Source: an optimization exercise on an open RTL-to-GDS flow (aim: small area, a short achievable clock period and few clock cycles). Production flows keep margins and buffers that such runs may drop. At most, simulation tests tie the RTL to the original design; equivalence was not proved. The RTL of run 4 was laid out without a check of its function. Power and IR drop assume default switching activity.

==> design/flow/design.v <==
module cvfp (
    input  wire        clk,
    input  wire        rst,
    input  wire        cmd_valid,
    output wire        cmd_ready,
    input  wire [3:0]  cmd_op,
    input  wire [15:0] cmd_a,
    input  wire [7:0]  cmd_b,
    input  wire        pv_valid,
    output wire        pv_ready,
    input  wire [7:0]  pv_data,
    output reg         rsp_valid,
    output reg  [2:0]  rsp_code,
    output reg  [15:0] rsp_data
);
    localparam BUFSZ = 258;
    localparam F     = 10;           
    localparam M     = BUFSZ - F;    
    localparam QN    = 4;            
    localparam QW    = 2;
    localparam OP_CLR   = 4'h0;
    localparam OP_PUSH  = 4'h1;
    localparam OP_RDB   = 4'h2;
    localparam OP_ENC   = 4'h3;
    localparam OP_SUM   = 4'h4;
    localparam OP_VAL   = 4'h5;
    localparam OP_WFQ   = 4'h6;
    localparam OP_FSZ   = 4'h7;
    localparam OP_GETF  = 4'h8;
    localparam OP_GETB  = 4'h9;
    localparam OP_GETSB = 4'hA;
    localparam OP_GETH  = 4'hB;
    localparam OP_RDST  = 4'hC;
    localparam R_OK         = 3'd0;
    localparam R_ERR        = 3'd1;
    localparam R_UNDERRUN   = 3'd2;
    localparam R_OVERFLOW   = 3'd3;
    localparam R_PARAMLEN   = 3'd4;
    localparam R_NOTVALID   = 3'd5;
    localparam R_PARAMRANGE = 3'd6;
    localparam R_BADOP      = 3'd7;
    localparam K_ZX = 2'd0;      
    localparam K_SX = 2'd1;      
    localparam K_HW = 2'd2;      
    reg [7:0] lo_c [0:F-1];      
    reg [7:0] rg   [0:M-1];      
    reg [7:0] ph;                
    wire [7:0] b0 = lo_c[0];
    wire [7:0] b1 = lo_c[1];
    wire [7:0] b3 = lo_c[3];     
    wire [7:0] b4 = lo_c[4];     
    wire [7:0] ph_n = (ph == M - 1) ? 8'd0 : ph + 8'd1;
    reg [8:0] cnt;
    reg [3:0] status;            
    reg [8:0] wp;                
    reg [7:0] wpe;               
    reg       w_al;              
    reg       enc_busy;          
    reg [7:0] s_w, s_a, s_v;
    reg        r_v, s_full;
    reg [3:0]  r_op, s_op;
    reg [15:0] r_a, s_a_q;
    reg [7:0]  r_b, s_b;
    reg        p_v;
    reg [7:0]  p_d;
    reg        pv_rdy;
    reg [7:0]  tk_left;          
    reg        q_v;
    reg [2:0]  q_code;
    reg [15:0] q_data;
    reg        q_rd;
    reg [1:0]  q_kind;
    reg        q_enc;
    reg        q_ring;           
    reg [7:0]  q_er;
    reg        q_go;             
    reg        q_lor, q_hir;     
    reg [7:0]  q_lo, q_hi;       
    reg [2:0]    f_code [0:QN-1];
    reg [15:0]   f_data [0:QN-1];
    reg          f_enc  [0:QN-1];
    reg [QW-1:0] f_rd, f_wr;
    reg [QW:0]   f_cnt;
    assign cmd_ready = !s_full;
    assign pv_ready  = pv_rdy;
    wire acc  = cmd_valid && !s_full;
    wire take = pv_valid && pv_rdy;
    wire wp_low   = (wp < F);
    wire w_ok     = wp_low || w_al;          
    wire a_hi     = |r_a[15:9];
    wire a_ge_cnt = a_hi || (r_a[8:0] >= cnt);
    wire a_lt_wp  = !a_hi && (r_a[8:0] < wp);
    wire q_out  = q_v && (!q_ring || q_go);
    wire q_adv  = !q_v || q_out;
    wire q_room = (f_cnt + q_v) < QN;
    reg r_can;
    always @(*) begin
        case (r_op)
        OP_RDB:  r_can = a_lt_wp || a_ge_cnt;
        OP_PUSH: r_can = !enc_busy && (w_ok || cnt == BUFSZ);
        default: r_can = !enc_busy;
        endcase
    end
    wire ex = r_v && r_can && q_adv && q_room;
    wire [9:0] len_p2 = {2'b00, b3} + 10'd2;
    wire [9:0] len_p3 = {2'b00, b3} + 10'd3;
    wire [7:0] npar   = (b3 > 8'd3) ? (b3 - 8'd3) : 8'd0;
    wire [7:0] enc_p  = r_a[15:8];
    wire [8:0] gidx = r_a[8:0] + 9'd5;
    reg  [8:0] ridx;
    always @(*) begin
        case (r_op)
        OP_RDB:  ridx = r_a[8:0];
        OP_GETF: ridx = (r_b[2:0] == 3'd5) ? len_p2[8:0] : {6'd0, r_b[2:0]};
        default: ridx = gidx;
        endcase
    end
    wire [8:0] ridx_p1 = ridx + 9'd1;
    wire       lo_ring = (ridx >= F);
    wire       hi_ring = (ridx_p1 >= F);
    wire [8:0] ridx_e  = ridx - F;
    wire [7:0] x_er    = lo_ring ? ridx_e[7:0] : 8'd0;
    wire [7:0] x_lo    = (ridx < F) ? lo_c[ridx[3:0]] : 8'd0;
    wire [7:0] x_hi    = (ridx_p1 < F) ? lo_c[ridx_p1[3:0]] : 8'd0;
    reg        x_rd;
    reg [1:0]  x_kind;
    reg [2:0]  x_code;
    reg [15:0] x_data;
    wire       v_elen = (b3 != r_a[7:0]);
    wire       v_ecmd = (b4 != r_b);
    wire       v_esum = (s_v != 8'hFF);
    wire       v_err  = v_elen || v_ecmd || v_esum;
    always @(*) begin
        x_rd   = 1'b0;
        x_kind = K_ZX;
        x_code = R_OK;
        x_data = 16'd0;
        case (r_op)
        OP_CLR: ;
        OP_PUSH:
            if (cnt == BUFSZ) x_code = R_OVERFLOW;
        OP_RDB:
            if (a_ge_cnt) x_code = R_UNDERRUN;
            else          x_rd   = 1'b1;
        OP_ENC:
            if (enc_p > 8'd252) x_code = R_PARAMLEN;
        OP_SUM:
            if (cnt < 9'd4 || {1'b0, cnt} < len_p2) x_code = R_UNDERRUN;
            else x_data = {8'd0, ~s_a};
        OP_VAL:
            if (cnt < 9'd5 || {1'b0, cnt} < len_p3) x_code = R_UNDERRUN;
            else begin
                x_code = v_err ? R_ERR : R_OK;
                x_data = {12'd0, v_esum, v_ecmd, v_elen, !v_err};
            end
        OP_WFQ:
            x_data = {15'd0, (cnt >= 9'd6) && (b0 == 8'h55) && (b1 == 8'h55) &&
                             ({1'b0, b3} == cnt - 9'd3) && (s_w == 8'hFF)};
        OP_FSZ:
            if (cnt < 9'd4) x_code = R_UNDERRUN;
            else x_data = {6'd0, len_p3};
        OP_GETF:
            if (r_b > 8'd5) x_code = R_BADOP;
            else if (r_b[2:0] == 3'd5) begin
                if (cnt < 9'd4 || len_p2 >= {1'b0, cnt}) x_code = R_UNDERRUN;
                else x_rd = 1'b1;
            end else begin
                if ({1'b0, r_b} >= cnt) x_code = R_UNDERRUN;
                else x_rd = 1'b1;
            end
        OP_GETB, OP_GETSB:
            if (!status[0]) x_code = R_NOTVALID;
            else if (r_a >= {8'd0, npar}) x_code = R_PARAMRANGE;
            else begin
                x_rd   = 1'b1;
                x_kind = (r_op == OP_GETSB) ? K_SX : K_ZX;
            end
        OP_GETH:
            if (!status[0]) x_code = R_NOTVALID;
            else if ({1'b0, r_a} + 17'd1 >= {9'd0, npar}) x_code = R_PARAMRANGE;
            else begin
                x_rd   = 1'b1;
                x_kind = K_HW;
            end
        OP_RDST:
            x_data = {3'd0, cnt, status};
        default:
            x_code = R_BADOP;
        endcase
    end
    wire x_hir  = (x_kind == K_HW) && hi_ring;
    wire x_ring = x_rd && (lo_ring || x_hir);
    wire do_push  = ex && (r_op == OP_PUSH) && (cnt != BUFSZ);
    wire do_clr   = ex && (r_op == OP_CLR);
    wire do_enc   = ex && (r_op == OP_ENC) && (enc_p <= 8'd252);
    wire do_byte  = enc_busy && p_v && w_ok;
    wire do_chk   = enc_busy && !p_v && (tk_left == 8'd0) && w_ok;
    wire       wr_en   = do_push || do_byte || do_chk;
    wire [7:0] wr_data = do_push ? r_b : (do_byte ? p_d : ~s_a);
    genvar gi;
    generate
        for (gi = 0; gi < F; gi = gi + 1) begin : g_lo
            always @(posedge clk) begin
                if (do_enc && gi <= 4) begin
                    case (gi)
                    0, 1:    lo_c[gi] <= 8'h55;
                    2:       lo_c[gi] <= r_a[7:0];
                    3:       lo_c[gi] <= enc_p + 8'd3;
                    default: lo_c[gi] <= r_b;
                    endcase
                end else if (wr_en && wp == gi)
                    lo_c[gi] <= wr_data;
            end
        end
        for (gi = 0; gi < M - 1; gi = gi + 1) begin : g_ring
            always @(posedge clk)
                rg[gi] <= rg[gi + 1];
        end
    endgenerate
    always @(posedge clk)
        rg[M - 1] <= (wr_en && !wp_low) ? wr_data : rg[0];
    always @(posedge clk) begin
        if (rst) begin
            cnt      <= 9'd0;
            wp       <= 9'd0;
            wpe      <= M - F;
            w_al     <= 1'b0;
            ph       <= 8'd0;
            status   <= 4'd0;
            enc_busy <= 1'b0;
        end else begin
            ph <= ph_n;
            if (ex) begin
                case (r_op)
                OP_CLR: begin
                    cnt    <= 9'd0;
                    status <= 4'd0;
                end
                OP_PUSH:
                    if (cnt != BUFSZ) begin
                        cnt    <= cnt + 9'd1;
                        status <= 4'd0;
                    end
                OP_ENC:
                    if (enc_p <= 8'd252) begin
                        cnt      <= {1'b0, enc_p} + 9'd6;
                        status   <= 4'd0;
                        enc_busy <= 1'b1;
                    end
                OP_VAL:
                    if (!(cnt < 9'd5 || {1'b0, cnt} < len_p3))
                        status <= {v_esum, v_ecmd, v_elen, !v_err};
                default: ;
                endcase
            end
            if (do_clr) begin
                wp   <= 9'd0;
                wpe  <= M - F;
                w_al <= (ph_n == M - F);
            end else if (do_enc) begin
                wp   <= 9'd5;
                wpe  <= M - F + 5;
                w_al <= (ph_n == M - F + 5);
            end else if (wr_en) begin
                wp   <= wp + 9'd1;
                wpe  <= (wpe == M - 1) ? 8'd0 : wpe + 8'd1;
            end else
                w_al <= (ph_n == wpe);
            if (do_chk)
                enc_busy <= 1'b0;
        end
    end
    always @(posedge clk) begin
        if (do_push) begin
            if (cnt == 9'd2)
                s_w <= r_b;
            else
                s_w <= s_w + r_b;
            if (cnt == 9'd3) begin
                s_a <= ((r_b >= 8'd1) ? s_w : 8'd0) + ((r_b >= 8'd2) ? r_b : 8'd0);
                s_v <= s_w + ((r_b >= 8'd1) ? r_b : 8'd0);
            end else begin
                if (cnt <= {1'b0, b3} + 9'd1) s_a <= s_a + r_b;
                if (cnt <= {1'b0, b3} + 9'd2) s_v <= s_v + r_b;
            end
        end else if (do_enc) begin
            s_a <= r_a[7:0] + (enc_p + 8'd3) + r_b;
            s_v <= 8'hFF;
            s_w <= 8'hFF;
        end else if (do_byte) begin
            s_a <= s_a + p_d;
        end
    end
    wire p_keep   = p_v && !do_byte;
    wire p_v_n    = take || p_keep;
    wire wp_n_low = wr_en ? (wp < F - 1) : wp_low;
    wire w_al_n   = wr_en ? w_al : (ph_n == wpe);
    always @(posedge clk) begin
        if (rst) begin
            r_v     <= 1'b0;
            s_full  <= 1'b0;
            p_v     <= 1'b0;
            pv_rdy  <= 1'b0;
            tk_left <= 8'd0;
        end else begin
            p_v <= p_v_n;
            if (do_enc) begin
                pv_rdy  <= (enc_p != 8'd0);
                tk_left <= enc_p;
            end else begin
                pv_rdy  <= ((tk_left > 8'd1) || (tk_left == 8'd1 && !take)) &&
                           (!p_v_n || wp_n_low || w_al_n);
                if (take)
                    tk_left <= tk_left - 8'd1;
            end
            if (ex || !r_v) begin
                r_v    <= s_full || acc;
                s_full <= 1'b0;
            end else if (acc)
                s_full <= 1'b1;
        end
    end
    always @(posedge clk) begin
        if (!p_keep)
            p_d <= pv_data;
        if (ex || !r_v) begin
            if (s_full) begin
                r_op <= s_op;
                r_a  <= s_a_q;
                r_b  <= s_b;
            end else begin
                r_op <= cmd_op;
                r_a  <= cmd_a;
                r_b  <= cmd_b;
            end
        end else if (!s_full) begin
            s_op  <= cmd_op;
            s_a_q <= cmd_a;
            s_b   <= cmd_b;
        end
    end
    always @(posedge clk) begin
        if (rst)
            q_v <= 1'b0;
        else if (q_adv)
            q_v <= ex;
        if (ex) begin
            q_code <= x_code;
            q_data <= x_data;
            q_rd   <= x_rd;
            q_kind <= x_kind;
            q_enc  <= (r_op == OP_ENC) && (enc_p != 8'd0) && (enc_p <= 8'd252);
            q_ring <= x_ring;
            q_er   <= x_er;
            q_go   <= (ph_n == x_er);
            q_lor  <= lo_ring;
            q_hir  <= x_hir;
            q_lo   <= x_lo;
            q_hi   <= x_hi;
        end else
            q_go   <= (ph_n == q_er);
    end
    wire [7:0] rd_lo = q_lor ? rg[0] : q_lo;
    wire [7:0] rd_hi = q_hir ? (q_lor ? rg[1] : rg[0]) : q_hi;
    reg [15:0] q_res;
    always @(*) begin
        if (!q_rd)
            q_res = q_data;
        else case (q_kind)
            K_SX:    q_res = {{8{rd_lo[7]}}, rd_lo};
            K_HW:    q_res = {rd_hi, rd_lo};
            default: q_res = {8'd0, rd_lo};
        endcase
    end
    wire bytes_in = (tk_left == 8'd0);
    wire f_empty  = (f_cnt == 0);
    wire head_ok  = f_empty ? (q_out && (!q_enc || bytes_in)) : (!f_enc[f_rd] || bytes_in);
    wire f_pop    = !f_empty && head_ok;
    wire f_push   = q_out && !(f_empty && head_ok);
    always @(posedge clk) begin
        if (rst) begin
            rsp_valid <= 1'b0;
            f_rd      <= 0;
            f_wr      <= 0;
            f_cnt     <= 0;
        end else begin
            rsp_valid <= head_ok;
            if (f_pop)
                f_rd <= (f_rd == QN - 1) ? 0 : f_rd + 1'b1;
            if (f_push)
                f_wr <= (f_wr == QN - 1) ? 0 : f_wr + 1'b1;
            f_cnt <= f_cnt + f_push - f_pop;
        end
        if (f_empty) begin
            rsp_code <= q_code;
            rsp_data <= q_res;
        end else begin
            rsp_code <= f_code[f_rd];
            rsp_data <= f_data[f_rd];
        end
        if (f_push) begin
            f_code[f_wr] <= q_code;
            f_data[f_wr] <= q_res;
            f_enc[f_wr]  <= q_enc;
        end
    end
endmodule
==> design/flow/run.sh <==
#!/bin/bash
# synth_recipe.tcl (not shown) runs the flow's synth.tcl, then flattens the netlist and writes it again
# the make line also repeats each setting of config.mk as NAME=value (left out here)
make -C /OpenROAD-flow-scripts/flow DESIGN_CONFIG=/design/flow/config.mk WORK_HOME=/design/flow/orfs CLKGATE_MAP_FILE= SYNTH_SCRIPT=/design/flow/synth_recipe.tcl finish
==> design/flow/config.mk <==
export PLATFORM = sky130hd
export DESIGN_NAME = cvfp
export DESIGN_NICKNAME = cvfp
export VERILOG_FILES = /design/flow/design.v
export SDC_FILE = /design/flow/constraint.sdc
export NUM_CORES = 4
export LEC_CHECK = 0
export ABC_CLOCK_PERIOD_IN_PS = 3000
export CAP_MARGIN = 20
export CORE_MARGIN = 2
export CORE_UTILIZATION = 40
export PLACE_DENSITY = 0.6
export SETUP_SLACK_MARGIN = 5
export SLEW_MARGIN = 20
export TNS_END_PERCENT = 100
==> design/flow/constraint.sdc <==
create_clock -name core_clock -period 10.0 [get_ports {clk}]
set_input_delay 2.0000 -clock core_clock [delete_from_list [all_inputs] [get_ports {clk}]]
set_output_delay 2.0000 -clock core_clock [all_outputs]
set_load 0.01 [all_outputs]
==> flow_summary.json, run 1 <==
{
  "ctsHoldBuffers": 0,
  "max-vdd-ir-drop_mv": 0.229,
  "detailroute.via_count": 30700,
  "leakagePower_nw": 28.7,
  "pin_count_of_the_biggest_net_entering_global_routing": 60,
  "yosysWarnings": 3,
  "antenna_violating_nets_post_route": 0,
  "final_core_utilization_pct": 47.0,
  "initial_utilization_pct": 40.4,
  "report.final.slew_viol_count": 0,
  "number_of_enable_type_register_cells_in_the_synthesized_netlist": 279,
  "synth_ff_type": "sky130_fd_sc_hd__dfxtp_1",
  "numCtsBuffers": 211,
  "synth_area_sq_um": 63200,
  "design.die.area_sq_um": 161000,
  "ys_seq_area_share_pct": 79.2,
  "groute.usage.overall_pct": 14.3,
  "report.final.setup_viol": 0,
  "die_x_extent_um": 402,
  "fp.dieH_um": 402,
  "yosysUniqueCellTypes": 96,
  "synth_seq_cells": 2362,
  "clock.fmax_mhz": 215,
  "p_total_mw": 19.9,
  "crit_path_end_kind": "flop",
  "ctsHtreeMaxLevel": 4,
  "number_of_antenna_violations_at_the_first_check_in_global_routing": 2,
  "final.period_utilization_pct": 46.4,
  "clock_tree.buffer_depth": 3,
  "fin_hold_ws_ps": 258,
  "crit_arrival_ps": 5150,
  "dp.final_hpwl_um": 73900,
  "syn_inst": 4262,
  "timing.setup.critical_path_class": "reg -> reg",
  "worst_path_largest_cell_delay_ps": 900,
  "grt_first_pass_wirelength_um": 181000,
  "tritoncts": "done",
  "filler_cells_inserted": 13500,
  "final_period_minus_worst_setup_slack_ps": 4640,
  "number_of_remaining_drc_errors": 0,
  "drtPass1Iterations": 6,
  "start_kind": "flop",
  "status": "finished clean",
  "min_path_type": "reg -> reg",
  "syn2layout_area_growth_pct": 16.5,
  "final_layout_size_suffix_gt1_share_pct": 10.7,
  "worst_slew_pin_slew_ps": 1100,
  "globalRoute.totalOverflow": 0,
  "async_flop_share_pct": 0,
  "detail_route.wl_per_cell_um": 17.3,
  "first_global_vias": 30700,
  "cts.reportedPaths.clkPinSlew_ps": 60,
  "ys_top_cells_by_count": "2083 x sky130_fd_sc_hd__dfxtp_1, 279 x sky130_fd_sc_hd__edfxtp_1, 165 x sky130_fd_sc_hd__ha_1",
  "synthesis.nets": 4482,
  "synth_most_common_cell": "sky130_fd_sc_hd__dfxtp_1",
  "place.port_buffers": 61,
  "place_congestion": 0.929,
  "core_region_area_sq_um": 157000,
  "hold_viol": 0,
  "synthDominantCellAreaShare_pct": 65.9,
  "maxCapViolations": 0,
  "design.final.nets": 4660,
  "critical_path_peak_fanout": 59,
  "placement_rows": 145,
  "crit_chain": "or4b_1 -> a41o_1 -> o31ai_1 -> o211ai_1 -> o21ai_1 -> buf_4 -> or2_2 -> buf_6 -> nor2_1 -> a211oi_1 -> a21oi_1",
  "rrSetupSlack_ps": 5360,
  "ctsRootBufferMaster": "sky130_fd_sc_hd__clkbuf_16",
  "tns_ps": 0,
  "yosys.area.top_type": "sky130_fd_sc_hd__dfxtp_1",
  "slew_hr_pct": 26.7,
  "route.final.wire_length_um": 115000,
  "worst_skew_pair.late_latency_ps": 830,
  "grt_setup_unrepaired": "no",
  "worst_skew_ps": 88.2,
  "synth.top_cells.by_area": "sky130_fd_sc_hd__dfxtp_1 66%, sky130_fd_sc_hd__edfxtp_1 13%, sky130_fd_sc_hd__ha_1 3.3%",
  "clock_sinks": 2362,
  "critical_path.slowest_cell": "sky130_fd_sc_hd__or4b_1",
  "count_of_pins_on_the_block_boundary": 62,
  "postSynthAreaPerCell_sq_um": 14.8,
  "power.density_cell_area_nw_per_um2": 270,
  "detail_route.iter0.violations": 2442,
  "via_per_inst": 4.60,
  "required_ps": 10510
}
-- state kept, by name (all words and copies together), names as in the netlist, 9 cells and up, named ones only --
register / flops
q_data: 13
wp: 9
lo_c: 80
rsp_data: 16
s_a_q: 16
f_data: 64
f_code: 12
r_a: 16
rg: 1984
cnt: 9
-- critical path, delay by kind of cell (launching register included) --
kind | cells | cell delay (ps)
flops | 1 | 700
compound gates | 6 | 1700
simple gates | 3 | 1260
buf+inv | 2 | 660
-- cell type report --
cell class | instances | area [sq um] | area share, %
inverters | 134 | 505 | 0.686
flip-flops and latches | 2362 | 50100 | 68.0
multi-input cells | 1639 | 12200 | 16.6
well taps | 2058 | 2570 | 3.50
diodes | 1 | 2.50 | 0.00340
clock buffers | 306 | 6170 | 8.38
repair buffers | 92 | 862 | 1.17
clock inverters | 81 | 1240 | 1.69
-- per-stage QoR --
step           std cells  area [sq um]  worst slack, ps
3_3_place_gp        6283         66100             5150
4_1_cts             6671         73600             5170
3_5_place_dp        6284         66200             5220
6_report            6673         73600             5360
2_1_floorplan       4262         63200             5940
5_1_grt             6672         73600             5010
-- layer usage --
| layer | vias to the layer above | part of all wire [%] | wire length (um) | global-route usage, % |
|---|---|---|---|---|
| met4 | 0 | 2.8 | 3240 | 5.32 |
| li1 | 14900 | - | - | - |
| met3 | 212 | 7.0 | 8100 | 3.89 |
| met5 | - | 0 | 0 | 0 |
| met2 | 824 | 40 | 46200 | 19.9 |
| met1 | 14800 | 50 | 57600 | 21.2 |
-- layout by cell type (no fill, tap or decap), types with 40 or more instances in the layout --
cell type,instances
sky130_fd_sc_hd__a21oi_1,126
sky130_fd_sc_hd__a22oi_1,53
sky130_fd_sc_hd__clkbuf_1,47
sky130_fd_sc_hd__clkbuf_16,216
sky130_fd_sc_hd__clkbuf_8,43
sky130_fd_sc_hd__clkdlybuf4s50_1,60
sky130_fd_sc_hd__dfxtp_1,2083
sky130_fd_sc_hd__edfxtp_1,279
sky130_fd_sc_hd__ha_1,165
sky130_fd_sc_hd__inv_1,130
sky130_fd_sc_hd__mux2_2,62
sky130_fd_sc_hd__mux2i_1,44
sky130_fd_sc_hd__nand2_1,156
sky130_fd_sc_hd__nand3_1,58
sky130_fd_sc_hd__nor2_1,151
sky130_fd_sc_hd__nor2b_1,40
sky130_fd_sc_hd__nor3_1,50
sky130_fd_sc_hd__o21ai_0,101
sky130_fd_sc_hd__xnor2_1,108
-- worst paths after layout --
path | from | to | depth (start not counted)
min | rg[48][6]$_DFF_P_ | rg[47][6]$_DFF_P_ | 0
max | r_op[1]$_DFFE_PP_ | s_a[5]$_DFFE_PP_ | 11
max reg2reg | r_op[1]$_DFFE_PP_ | s_a[5]$_DFFE_PP_ | 11
min reg2reg | rg[48][6]$_DFF_P_ | rg[47][6]$_DFF_P_ | 0
-- power by group --
group | total [mW] | leakage, nW | internal, mW | switching (mW)
Sequential | 10.0 | 19.4 | 9.80 | 0.222
Clock | 8.21 | 3.60 | 4.77 | 3.44
Combinational | 1.62 | 5.67 | 0.682 | 0.934
-- cell families (layout without fill, tap and decap cells) --
logic type | count (synthesis) | count (layout) | synth area share, %
other cells | 0 | 1 | 0
compound gates | 534 | 534 | 5.66
xor+xnor | 150 | 150 | 2.11
flops | 2362 | 2362 | 79.2
fa+ha+maj | 181 | 181 | 3.76
mux | 129 | 129 | 2.56
simple gates | 645 | 645 | 5.09
buf+inv | 261 | 613 | 1.63
-- what timing repair did --
action / in CTS / in global routing
setup endpoints to repair: 0 / 73
resized for setup: 0 / 13
buffers inserted: 0 / 1
Testbench counts, summed over its fixed seeds: cycles 52,111.
==> inputs of run 2 (changes only) <==
==> design/flow/flow/run.sh (new file) <==
#!/bin/bash
set -euo pipefail
bash standard.sh SETUP_SLACK_MARGIN=${MARGIN:-6.5} finish > standard.log 2>&1
==> design/flow/standard.sh (new file) <==
#!/bin/bash
# synth_recipe.tcl (not shown) runs the flow's synth.tcl, then flattens the netlist and writes it again
# the make line also repeats each setting of config.mk as NAME=value (left out here)
make -C /OpenROAD-flow-scripts/flow DESIGN_CONFIG=/design/flow/config.mk WORK_HOME=/design/flow/orfs CLKGATE_MAP_FILE= SYNTH_SCRIPT=/design/flow/synth_recipe.tcl "${@:-finish}"
--- a/design/flow/config.mk
+++ b/design/flow/config.mk
@@ -11,5 +11,4 @@
 export CORE_UTILIZATION = 40
 export PLACE_DENSITY = 0.6
-export SETUP_SLACK_MARGIN = 5
 export SLEW_MARGIN = 20
 export TNS_END_PERCENT = 100
removed: design/flow/run.sh
==> run 2 against run 1 <==
Compared with the run above: still clean on timing, DRC and antenna; first-iteration DRC count rose by 23%; final area rose by 5.0%; worst hold slack improved by 3.1 ps; combinational power rose by 28%; sequential share of layout area fell by 3.2 points; clock power rose by 3.2%; worst setup slack improved by 950 ps; final cell count rose by 3.5%; synthesized area did not move; largest power group unchanged.
==> flow_summary.json, run 2 <==
{
  "clock.fmax_mhz": 271,
  "synth_area_sq_um": 63200,
  "critical-path-top-delay-family": "compound AO/OA/AOI/OAI gates",
  "tritoncts": "done",
  "critical_path.slowest_cell": "sky130_fd_sc_hd__or4b_4",
  "hold_viol": 0,
  "fin_hold_ws_ps": 262,
  "synth.top_cells.by_area": "sky130_fd_sc_hd__dfxtp_1 66%, sky130_fd_sc_hd__edfxtp_1 13%, sky130_fd_sc_hd__ha_1 3.3%",
  "synthesis.nets": 4482,
  "report.final.setup_viol": 0,
  "placement_rows": 145,
  "via_per_inst": 4.66,
  "start_kind": "flop",
  "final.period_utilization_pct": 36.9,
  "final_layout_size_suffix_gt1_share_pct": 19.1,
  "layout.cells.most_common": "sky130_fd_sc_hd__dfxtp_1",
  "crit_chain": "or4b_4 -> a21o_1 -> a221o_2 -> buf_6 -> inv_6 -> ha_4 -> o211ai_1 -> or3_4 -> nor2_4 -> inv_2 -> a31oi_1 -> o211ai_1 -> a221oi_2",
  "place_ws_ps": 4830,
  "p_total_mw": 20.5,
  "syn2layout_area_growth_pct": 22.3,
  "yosysUniqueCellTypes": 96,
  "largest_register": "rg",
  "max-vdd-ir-drop_mv": 0.209,
  "yosys.area.top_type": "sky130_fd_sc_hd__dfxtp_1",
  "antenna_violating_nets_post_route": 0,
  "clock_sinks": 2362,
  "ctsHtreeMaxLevel": 4,
  "largest_reg_flops": 1984,
  "final_period_minus_worst_setup_slack_ps": 3690,
  "final_core_utilization_pct": 49.4,
  "number_of_remaining_drc_errors": 0,
  "place_congestion": 0.950,
  "crit_arrival_ps": 4360,
  "critical_path.endpoint": "q_go$_DFF_P_",
  "ys_seq_area_share_pct": 79.2,
  "final_cell_count_no_fill": 6904,
  "dp.final_hpwl_um": 73900,
  "worst_hold_path_cell_count": 0,
  "ctsHoldBuffers": 0,
  "maxCapViolations": 0,
  "detail_route.iter0.violations": 3011,
  "worst_setup_path_startpoint": "r_op[2]$_DFFE_PP_",
  "die_x_extent_um": 402,
  "critical_path_peak_fanout": 5,
  "fp.dieH_um": 402,
  "globalRoute.totalOverflow": 0,
  "global_route.usage.met3_pct": 3.68,
  "worst_skew_pair.late_latency_ps": 830,
  "number_of_buffer_and_inverter_instances_along_the_worst_setup_path": 3,
  "timing.setup.critical_path_class": "reg -> reg",
  "groute.usage.overall_pct": 15.0,
  "synth_seq_cells": 2362,
  "slew_hr_pct": 23.0,
  "ctsRootBufferMaster": "sky130_fd_sc_hd__clkbuf_16",
  "cp_num_cells": 13,
  "critical-path-top-cell-by-count": "sky130_fd_sc_hd__o211ai_1",
  "count_of_pins_on_the_block_boundary": 62,
  "leakagePower_nw": 30.3,
  "detailroute.via_count": 32200,
  "numCtsBuffers": 210,
  "tns_ps": 0,
  "detail_route.wl_per_cell_um": 17.7,
  "place.port_buffers": 61,
  "r2r_end": "q_go$_DFF_P_",
  "post-route-cell-area_sq_um": 77300,
  "required_ps": 10670,
  "most-common-layout-cells": "2071 x sky130_fd_sc_hd__dfxtp_1, 279 x sky130_fd_sc_hd__edfxtp_1, 220 x sky130_fd_sc_hd__clkbuf_16",
  "core_region_area_sq_um": 157000,
  "number_of_enable_type_register_cells_in_the_synthesized_netlist": 279,
  "grt_setup_unrepaired": "yes",
  "largest_regs": "rg (1984), lo_c (80), f_data (64)",
  "first_global_vias": 31800,
  "worst_slew_pin_slew_ps": 1150,
  "postSynthAreaPerCell_sq_um": 14.8,
  "power.density_cell_area_nw_per_um2": 265,
  "initial_utilization_pct": 40.4,
  "yosysWarnings": 3,
  "drtPass1Iterations": 6,
  "rrSetupSlack_ps": 6310,
  "synth_ff_type": "sky130_fd_sc_hd__dfxtp_1",
  "design.final.nets": 4885,
  "number_of_antenna_violations_at_the_first_check_in_global_routing": 3,
  "async_flop_share_pct": 0,
  "syn_inst": 4262,
  "ff2ff_path_depth": 13,
  "pin_count_of_the_biggest_net_entering_global_routing": 47,
  "setup_ws_ps": 6310,
  "worst_skew_ps": 90.0,
  "design.die.area_sq_um": 161000,
  "report.final.slew_viol_count": 0,
  "min_path_type": "reg -> reg",
  "grt_first_pass_wirelength_um": 188000,
  "place_inst": 6281,
  "synth_most_common_cell": "sky130_fd_sc_hd__dfxtp_1",
  "worst_path_largest_cell_delay_ps": 610,
  "reg2reg_from": "r_op[2]$_DFFE_PP_",
  "route.final.wire_length_um": 122000,
  "global_route.usage.met1_pct": 22.1,
  "ys_top_cells_by_count": "2083 x sky130_fd_sc_hd__dfxtp_1, 279 x sky130_fd_sc_hd__edfxtp_1, 165 x sky130_fd_sc_hd__ha_1",
  "gr-max-usage-layer": "met1",
  "status": "finished clean",
  "postPlaceCellArea_sq_um": 66200,
  "clock_tree.buffer_depth": 3,
  "crit_path_end_kind": "flop",
  "cts.reportedPaths.clkPinSlew_ps": 70,
  "synthDominantCellAreaShare_pct": 65.9,
  "grt_util_met2_pct": 20.9
}
run 2: worst min-delay path by stage:
stage | from | to | slack [ps]
detailed placement | rg[103][6]$_DFF_P_ | rg[102][6]$_DFF_P_ | 310
floorplan | rg[101][0]$_DFF_P_ | rg[100][0]$_DFF_P_ | 310
global route | rg[235][7]$_DFF_P_ | rg[234][7]$_DFF_P_ | 260
finish | rg[191][3]$_DFF_P_ | rg[190][3]$_DFF_P_ | 260
global placement | rg[237][4]$_DFF_P_ | rg[236][4]$_DFF_P_ | 310
CTS | rg[6][7]$_DFF_P_ | rg[5][7]$_DFF_P_ | 250
run 2: layout make-up:
type,instances,area [sq um]
Antenna cell,3,7.51
Clock buffer,300,6220
Clock inverter,90,1450
Fill cell,13100,79200
Inverter,134,538
Multi-Input combinational cell,1640,13500
Sequential cell,2362,50100
Tap cell,2058,2570
Timing Repair Buffer,313,2930
Timing Repair inverter,4,30.0
run 2: kinds of logic after synthesis:
kind of cell | synth area share, %
multiplexers | 2.56
adder cells (fa/ha/maj) | 3.76
buffers and inverters | 1.63
AND/OR/NAND/NOR | 5.09
AO/OA/AOI/OAI | 5.66
flip-flops | 79.2
XOR/XNOR | 2.11
run 2: layer usage:
metal	part of all wire, %	routed length, um
met1	49	59800
met2	41	49700
met3	7.3	8930
met4	3.1	3840
met5	0	0
run 2: power breakdown:
| part | switching (mW) | total [mW] | internal, mW |
|---|---|---|---|
| registers | 0.176 | 9.98 | 9.80 |
| logic | 1.15 | 2.07 | 0.924 |
| clock network | 3.49 | 8.47 | 4.98 |
run 2: worst register-to-register path, cell delays in order (launching register included):
cell	delay, ps
sky130_fd_sc_hd__edfxtp_1	460
sky130_fd_sc_hd__or4b_4	610
sky130_fd_sc_hd__a21o_1	200
sky130_fd_sc_hd__a221o_2	430
sky130_fd_sc_hd__buf_6	170
sky130_fd_sc_hd__inv_6	60
sky130_fd_sc_hd__ha_4	120
sky130_fd_sc_hd__o211ai_1	200
sky130_fd_sc_hd__or3_4	480
sky130_fd_sc_hd__nor2_4	180
sky130_fd_sc_hd__inv_2	70
sky130_fd_sc_hd__a31oi_1	140
sky130_fd_sc_hd__o211ai_1	140
sky130_fd_sc_hd__a221oi_2	280
run 2: what timing repair did:
item	CTS	global route
pin swaps	27	89
setup buffers	126	94
setup endpoints to repair	403	267
gates resized for setup	212	170
gates cloned	8	1
==> inputs of run 3 (changes only) <==
==> design/flow/run.sh (new file) <==
#!/bin/bash
# synth_recipe.tcl (not shown) runs the flow's synth.tcl, then flattens the netlist and writes it again
# the make line also repeats each setting of config.mk as NAME=value (left out here)
make -C /OpenROAD-flow-scripts/flow DESIGN_CONFIG=/design/flow/config.mk WORK_HOME=/design/flow/orfs CLKGATE_MAP_FILE= SYNTH_SCRIPT=/design/flow/synth_recipe.tcl finish
--- a/design/flow/config.mk
+++ b/design/flow/config.mk
@@ -6,5 +6,4 @@
 export NUM_CORES = 4
 export LEC_CHECK = 0
-export ABC_CLOCK_PERIOD_IN_PS = 3000
 export CAP_MARGIN = 20
 export CORE_MARGIN = 2
@@ -12,3 +11,2 @@
 export PLACE_DENSITY = 0.6
 export SLEW_MARGIN = 20
-export TNS_END_PERCENT = 100
removed: design/flow/flow/run.sh
removed: design/flow/standard.sh
==> run 3 against run 2 <==
Compared with the run above: still clean; routed wire length down 6.0%; die area stayed put; sequential cell count stayed put; via count is 4.7% lower; non-clock buffer count is 222 lower; combinational power down 22%; register-to-register slack got worse by 1200 ps.
==> flow_summary.json, run 3 <==
{
  "antenna_violating_nets_post_route": 0,
  "post_cts_resized": 0,
  "via_per_inst": 4.60,
  "grt_util_met2_pct": 19.9,
  "die_x_extent_um": 402,
  "synth_seq_cells": 2362,
  "number_of_remaining_drc_errors": 0,
  "ys_seq_area_share_pct": 79.2,
  "status": "finished clean",
  "syn_inst": 4262,
  "grt_setup_unrepaired": "no",
  "detail_route.iter0.violations": 2460,
  "synthesis.nets": 4482,
  "required_ps": 10360,
  "route.final.wire_length_um": 115000,
  "initial_utilization_pct": 40.4,
  "drtPass1Iterations": 6,
  "largest_regs": "rg (1984), lo_c (80), f_data (64)",
  "timing.setup.critical_path_class": "reg -> reg",
  "rrSetupSlack_ps": 5120,
  "tritoncts": "done",
  "pin_count_of_the_biggest_net_entering_global_routing": 60,
  "syn2layout_area_growth_pct": 16.4,
  "grt_first_pass_wirelength_um": 181000,
  "postSynthAreaPerCell_sq_um": 14.8,
  "detailroute.via_count": 30700,
  "fp.dieH_um": 402,
  "synth.top_cells.by_area": "sky130_fd_sc_hd__dfxtp_1 66%, sky130_fd_sc_hd__edfxtp_1 13%, sky130_fd_sc_hd__ha_1 3.3%",
  "design.die.area_sq_um": 161000,
  "place_congestion": 0.929,
  "gr-max-usage-layer": "met1",
  "maxCapViolations": 0,
  "fin_hold_ws_ps": 257,
  "multi_input_area_sq_um": 12200,
  "async_flop_share_pct": 0,
  "ys_top_cells_by_count": "2083 x sky130_fd_sc_hd__dfxtp_1, 279 x sky130_fd_sc_hd__edfxtp_1, 165 x sky130_fd_sc_hd__ha_1",
  "synth_area_sq_um": 63200,
  "crit_arrival_ps": 5240,
  "slew_hr_pct": 26.7,
  "ctsRootBufferMaster": "sky130_fd_sc_hd__clkbuf_16",
  "groute.usage.overall_pct": 14.3,
  "largest_reg_flops": 1984,
  "power.density_cell_area_nw_per_um2": 270,
  "detail_route.wl_per_cell_um": 17.2,
  "yosys.area.top_type": "sky130_fd_sc_hd__dfxtp_1",
  "report.final.slew_viol_count": 0,
  "layout.cells.most_common": "sky130_fd_sc_hd__dfxtp_1",
  "cts.reportedPaths.clkPinSlew_ps": 60,
  "place_ws_ps": 5220,
  "globalRoute.totalOverflow": 0,
  "global_route.usage.met1_pct": 21.2,
  "synth_ff_type": "sky130_fd_sc_hd__dfxtp_1",
  "placement_rows": 145,
  "largest_register": "rg",
  "worst_skew_ps": 88.0,
  "leakagePower_nw": 28.6,
  "crit_path_end_kind": "flop",
  "global_route.usage.met3_pct": 3.89,
  "worst_slew_pin_slew_ps": 1100,
  "start_kind": "flop",
  "count_of_pins_on_the_block_boundary": 62,
  "final_layout_size_suffix_gt1_share_pct": 10.5,
  "place.port_buffers": 61,
  "ctsHoldBuffers": 0,
  "numCtsBuffers": 211,
  "yosysWarnings": 3,
  "max-vdd-ir-drop_mv": 0.229,
  "clock_tree.buffer_depth": 3,
  "most-common-layout-cells": "2083 x sky130_fd_sc_hd__dfxtp_1, 279 x sky130_fd_sc_hd__edfxtp_1, 216 x sky130_fd_sc_hd__clkbuf_16",
  "cts.repair_timing.setup_buffer_count": 0,
  "worst_skew_pair.late_latency_ps": 830,
  "post-route-cell-area_sq_um": 73600,
  "design.final.nets": 4659,
  "first_global_vias": 30700,
  "critical_path_peak_fanout": 23,
  "dp.final_hpwl_um": 73900,
  "number_of_antenna_violations_at_the_first_check_in_global_routing": 2,
  "core_region_area_sq_um": 157000,
  "number_of_enable_type_register_cells_in_the_synthesized_netlist": 279,
  "p_total_mw": 19.8,
  "clock_sinks": 2362,
  "min_path_type": "reg -> reg",
  "final.period_utilization_pct": 48.8,
  "ctsHtreeMaxLevel": 4,
  "yosysUniqueCellTypes": 96,
  "clock.fmax_mhz": 205,
  "seq_area_sq_um": 50100,
  "tns_ps": 0,
  "setup_ws_ps": 5120,
  "postPlaceCellArea_sq_um": 66200,
  "synth_most_common_cell": "sky130_fd_sc_hd__dfxtp_1",
  "report.final.setup_viol": 0,
  "final_period_minus_worst_setup_slack_ps": 4880,
  "synthDominantCellAreaShare_pct": 65.9,
  "filler_cells_inserted": 13500,
  "hold_viol": 0
}
## run 3: changes by cell type in the layout (fill, tap and decap cells not counted), moves of 11 or more
cell	delta
sky130_fd_sc_hd__nor2_1	+12
sky130_fd_sc_hd__buf_4	-174
sky130_fd_sc_hd__ha_1	+16
sky130_fd_sc_hd__nand2_1	+13
sky130_fd_sc_hd__buf_6	-20
sky130_fd_sc_hd__inv_1	+11
sky130_fd_sc_hd__buf_12	-21
sky130_fd_sc_hd__clkinvlp_4	-11
sky130_fd_sc_hd__ha_4	-12
sky130_fd_sc_hd__dfxtp_1	+12
sky130_fd_sc_hd__a21oi_2	-14
sky130_fd_sc_hd__clkdlybuf4s50_1	+22
sky130_fd_sc_hd__a21oi_1	+18
sky130_fd_sc_hd__o21ai_0	+13
## run 3: worst paths after layout
check | depth (start not counted) | to | start
min reg2reg | 0 | rg[47][6]$_DFF_P_ | rg[48][6]$_DFF_P_
max reg2reg | 10 | lo_c[5][0]$_DFFE_PP_ | r_op[1]$_DFFE_PP_
min | 0 | rg[47][6]$_DFF_P_ | rg[48][6]$_DFF_P_
max | 10 | lo_c[5][0]$_DFFE_PP_ | r_op[1]$_DFFE_PP_
## run 3: kinds of logic (layout without fill, tap and decap cells)
kind of cell               count (synthesis)  count (layout)  synth area share, %
AOI/OAI and AO/OA                        534             534                 5.66
xor gates and xnor gates                 150             150                 2.11
muxes                                    129             129                 2.56
DFF                                     2362            2362                 79.2
other                                      0               1                    0
adders and majority gates                181             181                 3.76
buffers and inverters                    261             612                 1.63
and+or+nand+nor                          645             645                 5.09
## run 3: power breakdown
part           switching [mW]  internal (mW)  leakage (nW)
logic                   0.929          0.680          5.64
clock network            3.44           4.77          3.60
registers               0.221           9.80          19.4
## run 3: layout make-up
cell class | count | share of cell area [%]
sequential | 2362 | 68.1
multi-input combinational | 1639 | 16.5
clock buffer | 306 | 8.39
tap | 2058 | 3.50
clock inverter | 81 | 1.69
timing repair buffer | 91 | 1.16
inverter | 134 | 0.687
antenna | 1 | 0.00340
## run 3: critical path, cell delays in order (launching register included)
cell,delay (ps)
sky130_fd_sc_hd__edfxtp_1,820
sky130_fd_sc_hd__or4b_1,740
sky130_fd_sc_hd__nor3_1,260
sky130_fd_sc_hd__nand3_1,120
sky130_fd_sc_hd__o211ai_1,220
sky130_fd_sc_hd__o21ai_1,100
sky130_fd_sc_hd__buf_4,230
sky130_fd_sc_hd__o21ai_2,650
sky130_fd_sc_hd__nand2b_1,220
sky130_fd_sc_hd__or3_1,430
sky130_fd_sc_hd__nor2_1,660
## run 3: through the flow
stage	cells	util, %
after global routing	6671	47.0
final	6672	47.0
after detailed placement	6284	42.3
after CTS	6671	47.0
after global placement	6283	42.2
after floorplan	4262	-
## run 3: per-layer routing
metal	share of wire [%]	routed length [um]
met5	0	0
met4	2.8	3170
met3	6.9	7970
met2	40	46200
met1	50	57800
==> inputs of run 4 (changes only) <==
--- a/design/flow/design.v
+++ b/design/flow/design.v
@@ -74,7 +74,8 @@
     reg        q_ring;           
     reg [7:0]  q_er;
+    reg        q_new;            
     reg        q_go;             
     reg        q_lor, q_hir;     
-    reg [7:0]  q_lo, q_hi;       
+    reg [3:0]  q_li, q_hi_i;     
     reg [2:0]    f_code [0:QN-1];
     reg [15:0]   f_data [0:QN-1];
@@ -86,10 +87,12 @@
     wire acc  = cmd_valid && !s_full;
     wire take = pv_valid && pv_rdy;
-    wire wp_low   = (wp < F);
+    reg  wp_low;                             
+    reg  cnt_full;                           
+    reg  bytes_in;                           
     wire w_ok     = wp_low || w_al;          
     wire a_hi     = |r_a[15:9];
     wire a_ge_cnt = a_hi || (r_a[8:0] >= cnt);
     wire a_lt_wp  = !a_hi && (r_a[8:0] < wp);
-    wire q_out  = q_v && (!q_ring || q_go);
+    wire q_out  = q_v && (!q_ring || (q_go && !q_new));
     wire q_adv  = !q_v || q_out;
     wire q_room = (f_cnt + q_v) < QN;
@@ -98,5 +101,5 @@
         case (r_op)
         OP_RDB:  r_can = a_lt_wp || a_ge_cnt;
-        OP_PUSH: r_can = !enc_busy && (w_ok || cnt == BUFSZ);
+        OP_PUSH: r_can = !enc_busy && (w_ok || cnt_full);
         default: r_can = !enc_busy;
         endcase
@@ -116,11 +119,19 @@
         endcase
     end
-    wire [8:0] ridx_p1 = ridx + 9'd1;
+    wire [8:0] a_e  = r_a[8:0] - F;
+    wire [8:0] g_e  = r_a[8:0] - (F - 5);
+    wire [8:0] f_e  = {1'b0, b3} - (F - 2);
+    reg  [8:0] ridx_e;
+    always @(*) begin
+        case (r_op)
+        OP_RDB:  ridx_e = a_e;
+        OP_GETF: ridx_e = f_e;
+        default: ridx_e = g_e;
+        endcase
+    end
     wire       lo_ring = (ridx >= F);
-    wire       hi_ring = (ridx_p1 >= F);
-    wire [8:0] ridx_e  = ridx - F;
+    wire       hi_ring = (ridx >= F - 1);
     wire [7:0] x_er    = lo_ring ? ridx_e[7:0] : 8'd0;
-    wire [7:0] x_lo    = (ridx < F) ? lo_c[ridx[3:0]] : 8'd0;
-    wire [7:0] x_hi    = (ridx_p1 < F) ? lo_c[ridx_p1[3:0]] : 8'd0;
+    wire [3:0] x_hi_i  = ridx[3:0] + 4'd1;
     reg        x_rd;
     reg [1:0]  x_kind;
@@ -227,4 +238,6 @@
             w_al     <= 1'b0;
             ph       <= 8'd0;
+            wp_low   <= 1'b1;
+            cnt_full <= 1'b0;
             status   <= 4'd0;
             enc_busy <= 1'b0;
@@ -254,4 +267,12 @@
                 endcase
             end
+            if (do_clr || do_enc)
+                wp_low <= 1'b1;
+            else if (wr_en && wp == F - 1)
+                wp_low <= 1'b0;
+            if (do_clr || do_enc)
+                cnt_full <= 1'b0;
+            else if (do_push && cnt == BUFSZ - 1)
+                cnt_full <= 1'b1;
             if (do_clr) begin
                 wp   <= 9'd0;
@@ -295,4 +316,5 @@
     wire p_v_n    = take || p_keep;
     wire wp_n_low = wr_en ? (wp < F - 1) : wp_low;
+    wire tk_one   = (tk_left == 8'd1);
     wire w_al_n   = wr_en ? w_al : (ph_n == wpe);
     always @(posedge clk) begin
@@ -303,14 +325,17 @@
             pv_rdy  <= 1'b0;
             tk_left <= 8'd0;
+            bytes_in <= 1'b1;
         end else begin
             p_v <= p_v_n;
             if (do_enc) begin
-                pv_rdy  <= (enc_p != 8'd0);
-                tk_left <= enc_p;
+                pv_rdy   <= (enc_p != 8'd0);
+                tk_left  <= enc_p;
+                bytes_in <= (enc_p == 8'd0);
             end else begin
-                pv_rdy  <= ((tk_left > 8'd1) || (tk_left == 8'd1 && !take)) &&
-                           (!p_v_n || wp_n_low || w_al_n);
-                if (take)
-                    tk_left <= tk_left - 8'd1;
+                pv_rdy   <= !bytes_in && !(tk_one && take) && (!p_v_n || wp_n_low || w_al_n);
+                if (take) begin
+                    tk_left  <= tk_left - 8'd1;
+                    bytes_in <= tk_one;
+                end
             end
             if (ex || !r_v) begin
@@ -345,5 +370,7 @@
         else if (q_adv)
             q_v <= ex;
-        if (ex) begin
+        q_go  <= (ph_n == q_er);
+        q_new <= q_adv;
+        if (q_adv) begin
             q_code <= x_code;
             q_data <= x_data;
@@ -353,12 +380,12 @@
             q_ring <= x_ring;
             q_er   <= x_er;
-            q_go   <= (ph_n == x_er);
             q_lor  <= lo_ring;
             q_hir  <= x_hir;
-            q_lo   <= x_lo;
-            q_hi   <= x_hi;
-        end else
-            q_go   <= (ph_n == q_er);
+            q_li   <= ridx[3:0];
+            q_hi_i <= x_hi_i;
+        end
     end
+    wire [7:0] q_lo  = (q_li < F) ? lo_c[q_li] : 8'd0;
+    wire [7:0] q_hi  = (q_hi_i < F) ? lo_c[q_hi_i] : 8'd0;
     wire [7:0] rd_lo = q_lor ? rg[0] : q_lo;
     wire [7:0] rd_hi = q_hir ? (q_lor ? rg[1] : rg[0]) : q_hi;
@@ -373,5 +400,4 @@
         endcase
     end
-    wire bytes_in = (tk_left == 8'd0);
     wire f_empty  = (f_cnt == 0);
     wire head_ok  = f_empty ? (q_out && (!q_enc || bytes_in)) : (!f_enc[f_rd] || bytes_in);
==> design/flow/flow/run.sh (new file) <==
#!/bin/bash
set -euo pipefail
bash standard.sh SETUP_SLACK_MARGIN=${MARGIN:-6.6} \
  "CTS_ARGS=-sink_clustering_enable -repair_clock_nets -dont_use_dummy_load -sink_clustering_size 24 -sink_clustering_max_diameter 60" \
  finish > standard.log 2>&1
==> design/flow/standard.sh (new file) <==
#!/bin/bash
# synth_recipe.tcl (not shown) runs the flow's synth.tcl, then flattens the netlist and writes it again
# the make line also repeats each setting of config.mk as NAME=value (left out here)
make -C /OpenROAD-flow-scripts/flow DESIGN_CONFIG=/design/flow/config.mk WORK_HOME=/design/flow/orfs CLKGATE_MAP_FILE= SYNTH_SCRIPT=/design/flow/synth_recipe.tcl "${@:-finish}"
--- a/design/flow/config.mk
+++ b/design/flow/config.mk
@@ -6,7 +6,9 @@
 export NUM_CORES = 4
 export LEC_CHECK = 0
+export ABC_CLOCK_PERIOD_IN_PS = 3000
 export CAP_MARGIN = 20
 export CORE_MARGIN = 2
-export CORE_UTILIZATION = 40
-export PLACE_DENSITY = 0.6
+export CORE_UTILIZATION = 60
+export PLACE_DENSITY = 0.7
 export SLEW_MARGIN = 20
+export TNS_END_PERCENT = 100
removed: design/flow/run.sh
==> run 4 against run 3 <==
Compared with the run above: still clean on timing, DRC and antenna; via count is 5.1% higher; worst hold slack lost 7.5 ps; worst setup slack gained 1200 ps; synthesized cell count up 3.6%; clock power decreased by 38%; count of clock-buffer cells in the layout down 172; critical path depth increased by 6; global-route usage up 10 points; largest power group unchanged.
==> flow_summary.json, run 4 <==
{
  "status": "finished clean",
  "min_delay_endpoint": "rg[236][3]$_DFF_P_",
  "hp-start": "rg[237][3]$_DFF_P_",
  "ctsRootBufferMaster": "sky130_fd_sc_hd__clkbuf_16",
  "fp.dieH_um": 329,
  "numCtsBuffers": 134,
  "detailroute.via_count": 32200,
  "start_kind": "flop",
  "clockPowerShare_pct": 30.4,
  "tritoncts": "done",
  "critical_path_peak_fanout": 6,
  "p_sw_share_pct": 23.7,
  "grt_first_pass_wirelength_um": 201000,
  "power.switching_mw": 4.00,
  "synthesis.nets": 4639,
  "synth_area_sq_um": 63500,
  "leakagePower_nw": 27.4,
  "worst_hold_path_cell_count": 0,
  "clock_sinks": 2358,
  "worst_skew_pair.late_latency_ps": 750,
  "setup_ws_ps": 6300,
  "globalRoute.totalOverflow": 0,
  "rrSetupSlack_ps": 6300,
  "final.period_utilization_pct": 37.0,
  "power.density_cell_area_nw_per_um2": 238,
  "synth_ff_type": "sky130_fd_sc_hd__dfxtp_1",
  "crit_chain": "inv_1 -> ha_1 -> a21oi_2 -> nand2b_1 -> nand3_1 -> nor3b_2 -> a21oi_2 -> ha_1 -> nand4_1 -> nor2_2 -> nor4_2 -> and3_1 -> o211ai_1 -> nor4b_4 -> o41ai_2 -> a21boi_1",
  "report.final.slew_viol_count": 0,
  "clock_tree.buffer_depth": 3,
  "synth_most_common_cell": "sky130_fd_sc_hd__dfxtp_1",
  "design.die.area_sq_um": 108000,
  "place_inst": 5764,
  "largest_regs": "rg (1984), lo_c (80), f_data (64)",
  "groute.usage.overall_pct": 24.8,
  "place_ws_ps": 5740,
  "report.final.setup_viol": 0,
  "hold_viol": 0,
  "placement_rows": 119,
  "syn_inst": 4414,
  "worst_slew_pin_slew_ps": 921,
  "die_x_extent_um": 329,
  "place.port_buffers": 61,
  "syn2layout_area_growth_pct": 11.4,
  "ys_seq_area_share_pct": 78.6,
  "number_of_remaining_drc_errors": 0,
  "antenna_violating_nets_post_route": 0,
  "yosysWarnings": 3,
  "r2r_end": "q_ring$_DFFE_PN_",
  "min_path_type": "reg -> reg",
  "number_of_enable_type_register_cells_in_the_synthesized_netlist": 271,
  "synth_seq_cells": 2358,
  "crit_arrival_ps": 4250,
  "most-common-layout-cells": "2076 x sky130_fd_sc_hd__dfxtp_1, 271 x sky130_fd_sc_hd__edfxtp_1, 243 x sky130_fd_sc_hd__nand2_1",
  "via_per_inst": 5.36,
  "drtPass1Iterations": 6,
  "grt_setup_unrepaired": "yes",
  "maxCapViolations": 0,
  "async_flop_share_pct": 0,
  "detail_route.wl_per_cell_um": 22.1,
  "worst_path_largest_cell_delay_ps": 480,
  "final_layout_size_suffix_gt1_share_pct": 11.1,
  "ys_top_cells_by_count": "2087 x sky130_fd_sc_hd__dfxtp_1, 271 x sky130_fd_sc_hd__edfxtp_1, 247 x sky130_fd_sc_hd__nand2_1",
  "p_int_mw": 12.8,
  "pin_count_of_the_biggest_net_entering_global_routing": 52,
  "detail_route.iter0.violations": 2757,
  "final_core_utilization_pct": 67.3,
  "ctsHoldBuffers": 0,
  "initial_utilization_pct": 60.4,
  "dp.final_hpwl_um": 83200,
  "count_of_pins_on_the_block_boundary": 62,
  "timing.setup.critical_path_class": "reg -> reg",
  "synth.top_cells.by_area": "sky130_fd_sc_hd__dfxtp_1 66%, sky130_fd_sc_hd__edfxtp_1 13%, sky130_fd_sc_hd__ha_1 3.4%",
  "final_cell_count_no_fill": 6015,
  "number_of_antenna_violations_at_the_first_check_in_global_routing": 6,
  "largest_register": "rg",
  "place_congestion": 0.999,
  "first_global_vias": 32300,
  "postSynthAreaPerCell_sq_um": 14.4,
  "cts.reportedPaths.clkPinSlew_ps": 90,
  "ff2ff_path_depth": 16,
  "design.final.nets": 4847,
  "clock.fmax_mhz": 271,
  "share_seq_of_total_power_pct": 58.9,
  "reg2reg_from": "lo_c[3][2]$_DFFE_PP_",
  "tns_ps": 0,
  "final_period_minus_worst_setup_slack_ps": 3700,
  "slew_hr_pct": 38.5,
  "synthDominantCellAreaShare_pct": 65.8,
  "route.final.wire_length_um": 133000,
  "ctsHtreeMaxLevel": 4,
  "largest_reg_flops": 1984,
  "worst_skew_ps": 101,
  "required_ps": 10550,
  "worst_setup_path_startpoint": "lo_c[3][2]$_DFFE_PP_",
  "yosys.area.top_type": "sky130_fd_sc_hd__dfxtp_1",
  "max-vdd-ir-drop_mv": 0.208,
  "crit_path_end_kind": "flop",
  "core_region_area_sq_um": 105000,
  "layout.cells.most_common": "sky130_fd_sc_hd__dfxtp_1",
  "combinationalPowerShare_pct": 10.7,
  "critical_path.slowest_cell": "sky130_fd_sc_hd__edfxtp_1",
  "yosysUniqueCellTypes": 87,
  "p_total_mw": 16.8
}
==> run 4: critical path: cells and delay by family (launching register included) <==
kind            cells  cell delay, ps
buf+inv             1             290
fa+ha+maj           2             540
simple gates        8            1090
flops               1             480
compound gates      5            1150
==> run 4: how the worst max path moves through the flow <==
stage                                end  slack [ps]
floorplan               s_a[6]$_DFFE_PP_        6600
finish                  q_ring$_DFFE_PN_        6300
detailed placement  lo_c[6][0]$_DFFE_PP_        5740
global route            q_ring$_DFFE_PN_        6220
global placement    lo_c[3][3]$_DFFE_PP_        5680
CTS                     q_ring$_DFFE_PN_        6300
==> run 4: final cells by class <==
cell class | count | area (sq um)
repair buffers | 211 | 1870
fillers | 7284 | 34400
repair inverters | 1 | 7.51
inverters | 127 | 500
well taps | 1391 | 1740
clock buffers | 134 | 3350
diodes | 4 | 10.0
multi-input cells | 1789 | 13300
flip-flops and latches | 2358 | 49900
==> run 4: layer usage <==
layer | track usage, % | part of all wire (%) | vias to the layer above
met2 | 37.4 | 44 | 1097
li1 | - | - | 15300
met1 | 34.5 | 44 | 15500
met5 | 0 | 0.026 | -
met3 | 4.46 | 6.2 | 325
met4 | 13.1 | 5.7 | 6
==> run 4: cell families after synthesis <==
family	synth area share [%]
flops	78.6
simple gates	5.71
compound gates	6.09
buf+inv	1.62
fa+ha+maj	3.84
xor+xnor	1.97
mux	2.14
==> run 4: what timing repair did <==
item | in CTS | in global routing
gates resized for setup | 140 | 71
hold endpoints to repair | 0 | 0
pin swaps | 21 | 41
endpoints found under the setup margin | 327 | 205
setup buffers | 67 | 42
cloned | 3 | 1
==> run 4: power groups by stage <==
| stage | combinational [mW] | clock, mW | sequential, mW |
|---|---|---|---|
| 2_1_floorplan | 1.09 | 0 | 10.1 |
| 3_3_place_gp | 1.62 | 0 | 10.2 |
| 3_5_place_dp | 1.61 | 0 | 10.2 |
| 4_1_cts | 1.70 | 5.27 | 9.92 |
| 5_1_grt | 1.95 | 5.58 | 9.93 |
| 6_report | 1.81 | 5.12 | 9.91 |
==> run 4: through the flow <==
step	cell area (sq um)	hold WS, ps
2_1_floorplan	63500	310
3_3_place_gp	65600	310
3_5_place_dp	65600	312
4_1_cts	70100	249
5_1_grt	70700	260
6_report	70700	250

[re-timing with driven ports]
The flow's constraints put no driver on any port. The routed layouts listed below were extracted and timed again, unchanged, in two steps. Step 1 assumes that a clkbuf_16 drives the clock port and a buf_2 every other input. Step 2 moves the port delays by t, midway between the first and last clock arrival at a register: inputs arrive t later, outputs are due t later. That takes back most of the time a late clock gives input paths. Slacks: ideal / step 1 / step 2; pairs: ideal / step 1.
run	t, ns	slack for setup (ns)	hold slack, ns	worst data-port slew with drivers (ns)
run 1	0.873	5.356 / 5.356 / 5.356	0.258 / 0.258 / 0.258	0.04
run 2	0.871	6.307 / 6.307 / 6.215	0.262 / 0.262 / 0.262	0.04
run 3	0.872	5.122 / 5.122 / 5.122	0.257 / 0.257 / 0.257	0.04
run 4	0.777	6.304 / 6.304 / 5.883	0.250 / 0.250 / 0.250	0.07
After both steps setup and hold are still met in every run listed. For run 4, which loses most, drivers alone change the setup slack by 0.000 ns; drivers and shift together by -0.421 ns.
